Context: an optimization exercise on an open-source flow, tuned for small area. The choices shown serve that exercise and are no tape-out recipe.
In this exercise RTL edits were held to simulation tests only and were not proved equivalent to the original.
No driver is modelled on the clock port, so clocking that relies on it looks cheaper here than on a real chip.
Power figures rest on the tool's default switching activity, not on a simulated workload.

## before
==> module apwm, before the edit <==
module apwm (
    input  wire        clk,
    input  wire        rst_n,
    input  wire        op_cfg,
    input  wire        op_start,
    input  wire        op_setduty,
    input  wire        op_irqen,
    input  wire        op_irqclr,
    input  wire [31:0] op_data,
    output wire        pwm_out,
    output wire        irq
);
    reg        cfgd, run;            
    reg        wrap_if, wrap_ie;
    reg        pwm_lt;               
    reg [15:0] top, div, cc, cc_act, pre, ctr;
    wire uninit = ~cfgd;
    wire run_n  = run | (cfgd & op_start);
    wire [15:0] pre_inc, ctr_inc, pre_ne, ctr_ne, act_ne;
    wire [16:0] cp, cc_c;
    wire pre_end;
    assign cp[0]   = 1'b1;
    assign cc_c[0] = pre_end;
    genvar i;
    generate
        for (i = 0; i < 16; i = i + 1) begin : g_bit
            assign pre_inc[i] = pre[i] ^ cp[i];
            assign cp[i+1]    = pre[i] & cp[i];
            assign pre_ne[i]  = pre_inc[i] ^ div[i];
            assign ctr_inc[i] = ctr[i] ^ cc_c[i];
            assign cc_c[i+1]  = ctr[i] & cc_c[i];
            assign ctr_ne[i]  = ctr_inc[i] ^ top[i];
            assign act_ne[i]  = ctr_inc[i] ^ cc_act[i];
        end
    endgenerate
    assign pre_end = ~|pre_ne;
    wire   ctr_end = ~|ctr_ne;
    wire   wrap    = run_n & pre_end & ctr_end;
    wire   cc_hi   = |cc[15:1];
    wire   cc_nz   = cc_hi | cc[0];
    always @(posedge clk or negedge rst_n) begin
        if (!rst_n) begin
            cfgd    <= 1'b0;
            run     <= 1'b0;
            wrap_if <= 1'b0;
            wrap_ie <= 1'b0;
        end else begin
            if (uninit && op_cfg && op_data[15:0] != 16'd0 && op_data[31:16] != 16'd0)
                cfgd <= 1'b1;
            run <= run_n;
            if (op_irqen && cfgd)
                wrap_ie <= op_data[0];
            if (wrap)
                wrap_if <= 1'b1;
            else if (op_irqclr)
                wrap_if <= 1'b0;
        end
    end
    always @(posedge clk) begin
        if (uninit) begin
            top <= op_data[15:0];
            div <= op_data[31:16];
        end
        cc  <= uninit ? 16'd0 : (op_setduty ? op_data[15:0] : cc);
        pre <= (!run_n || pre_end) ? 16'd0 : pre_inc;
        ctr <= (!run_n || wrap) ? 16'd0 : ctr_inc;
        if (!run || wrap)
            cc_act <= cc;
        if (!run || wrap)
            pwm_lt <= cc_nz & ~(~run & pre_end & ~ctr_end & ~cc_hi);
        else if (pre_end && !(|act_ne))
            pwm_lt <= 1'b0;
    end
    assign pwm_out = run & pwm_lt;
    assign irq     = wrap_if & wrap_ie;
endmodule
==> flow/config.mk <==
export PLATFORM = sky130hd
export DESIGN_NAME = dropstick_corea
export DESIGN_NICKNAME = dropstick_corea
export VERILOG_FILES = /design/flow/design.v
export SDC_FILE = /design/flow/constraint.sdc
export NUM_CORES = 4
export LEC_CHECK = 0
export CAP_MARGIN = 20
export CORE_MARGIN = 2
export CORE_UTILIZATION = 40
export SLEW_MARGIN = 20
==> flow/constraint.sdc <==
create_clock -name core_clock -period 10.0 [get_ports {clk}]
set_input_delay 2.0000 -clock core_clock [delete_from_list [all_inputs] [get_ports {clk}]]
set_output_delay 2.0000 -clock core_clock [all_outputs]
set_load 0.01 [all_outputs]
standard.sh (not shown) runs the stock make flow with config.mk's settings and CLKGATE_MAP_FILE= SYNTH_SCRIPT=/design/flow/synth_recipe.tcl, a recipe that flattens the netlist after the stock synthesis.
==> flow/flow/run.sh <==
#!/bin/bash
# Own layout flow: the standard flow (standard.sh, which runs the standard
# synthesis unchanged), with
#  - the port buffers made of the smallest buffer cell instead of clkdlybuf4s50_1,
#  - a clock tree of clkbuf_8 without dummy loads,
#  - cells on paths with spare slack downsized after placement and after CTS.
# Each tool's full output goes to ORFS's own logs (orfs/logs/...) and to
# flow_standard.log in the work folder.
set -uo pipefail
here=$(cd "$(dirname "$0")" && pwd)
export BUFFER_PORTS_ARGS="-buffer_cell sky130_fd_sc_hd__buf_1"
export CTS_ARGS="-sink_clustering_enable -repair_clock_nets -buf_list sky130_fd_sc_hd__clkbuf_8 -dont_use_dummy_load"
export POST_RESIZE_TCL="$here/recover.tcl"
export POST_CTS_TCL="$here/recover.tcl"
bash standard.sh > flow_standard.log 2>&1
==> flow/flow/recover.tcl <==
# Downsize cells on paths with spare setup slack (area/power recovery).
repair_timing -recover_power 100 -verbose
Changes in after relative to before:
==> flow/design.v, changed modules only <==
module apwm (
    input  wire        clk,
    input  wire        rst_n,
    input  wire        op_cfg,
    input  wire        op_start,
    input  wire        op_setduty,
    input  wire        op_irqen,
    input  wire        op_irqclr,
    input  wire [31:0] op_data,
    output wire        pwm_out,
    output wire        irq
);
    reg        cfgd, run;            
    reg        wrap_if, wrap_ie;
    reg [15:0] top, div, cc, cc_act, pre, ctr;
    wire uninit = ~cfgd;
    wire run_n  = run | (cfgd & op_start);
    wire [15:0] pre_inc, ctr_inc, pre_ne, ctr_ne;
    wire [16:0] cp, cc_c, lt;
    wire pre_end;
    assign cp[0]   = 1'b1;
    assign cc_c[0] = pre_end;
    assign lt[0]   = 1'b0;
    genvar i;
    generate
        for (i = 0; i < 16; i = i + 1) begin : g_bit
            assign pre_inc[i] = pre[i] ^ cp[i];
            assign cp[i+1]    = pre[i] & cp[i];
            assign pre_ne[i]  = pre_inc[i] ^ div[i];
            assign ctr_inc[i] = ctr[i] ^ cc_c[i];
            assign cc_c[i+1]  = ctr[i] & cc_c[i];
            assign ctr_ne[i]  = ctr_inc[i] ^ top[i];
            assign lt[i+1]    = (~ctr[i] & cc_act[i]) | (~ctr[i] & lt[i]) | (cc_act[i] & lt[i]);
        end
    endgenerate
    assign pre_end = ~|pre_ne;
    wire   wrap    = run_n & pre_end & ~|ctr_ne;
    always @(posedge clk or negedge rst_n) begin
        if (!rst_n) begin
            cfgd    <= 1'b0;
            run     <= 1'b0;
            wrap_if <= 1'b0;
            wrap_ie <= 1'b0;
        end else begin
            if (uninit && op_cfg && op_data[15:0] != 16'd0 && op_data[31:16] != 16'd0)
                cfgd <= 1'b1;
            run <= run_n;
            if (op_irqen && cfgd)
                wrap_ie <= op_data[0];
            if (wrap)
                wrap_if <= 1'b1;
            else if (op_irqclr)
                wrap_if <= 1'b0;
        end
    end
    always @(posedge clk) begin
        if (uninit) begin
            top <= op_data[15:0];
            div <= op_data[31:16];
        end
        cc  <= uninit ? 16'd0 : (op_setduty ? op_data[15:0] : cc);
        pre <= (!run_n || pre_end) ? 16'd0 : pre_inc;
        ctr <= (!run_n || wrap) ? 16'd0 : ctr_inc;
        if (!run || wrap)
            cc_act <= cc;
    end
    assign pwm_out = run & lt[16];
    assign irq     = wrap_if & wrap_ie;
endmodule
==> results.txt <==
after vs before, share of power burned in combinational logic went up by 1.0 points. after vs before: worst clock skew on the final layout up. On placeable core region, before beats after. Compared with before, after shows a arrival time at the worst endpoint that is 0.92 ns lower. Number of placed cells counting well taps grows by a few percent when moving from before to after. Total power improves in after relative to before. after vs before on post-synthesis xor/xnor area fraction: after is the lower one. As of after, synthesized cell count had risen by a few percent compared to before. Sort after and before by buffer share of cell area asc -> top: before. The run showing the greater setup slack after placement is after.

==> separate check: timing with driven ports <==
How much do the figures lean on ideal ports? The routed layouts below were timed once more, with nothing changed but the port constraints.
Step 1, drivers: a clkbuf_16 drives clk and a buf_2 each remaining input, both assumed.
Step 2 also shifts input and output timing later by t, the mid clock arrival at the registers, as if the neighbouring blocks saw the same clock.
a / b / c = ideal ports / drivers / drivers and shift; a / b = the first two.
run | t (ns) | setup slack, ns | worst setup path at the end
before | 0.446 | 0.647 / 0.647 / 0.647 | register to register
after | 0.412 | 1.534 / 1.534 / 1.534 | register to register
After both steps every run listed still meets setup and hold.
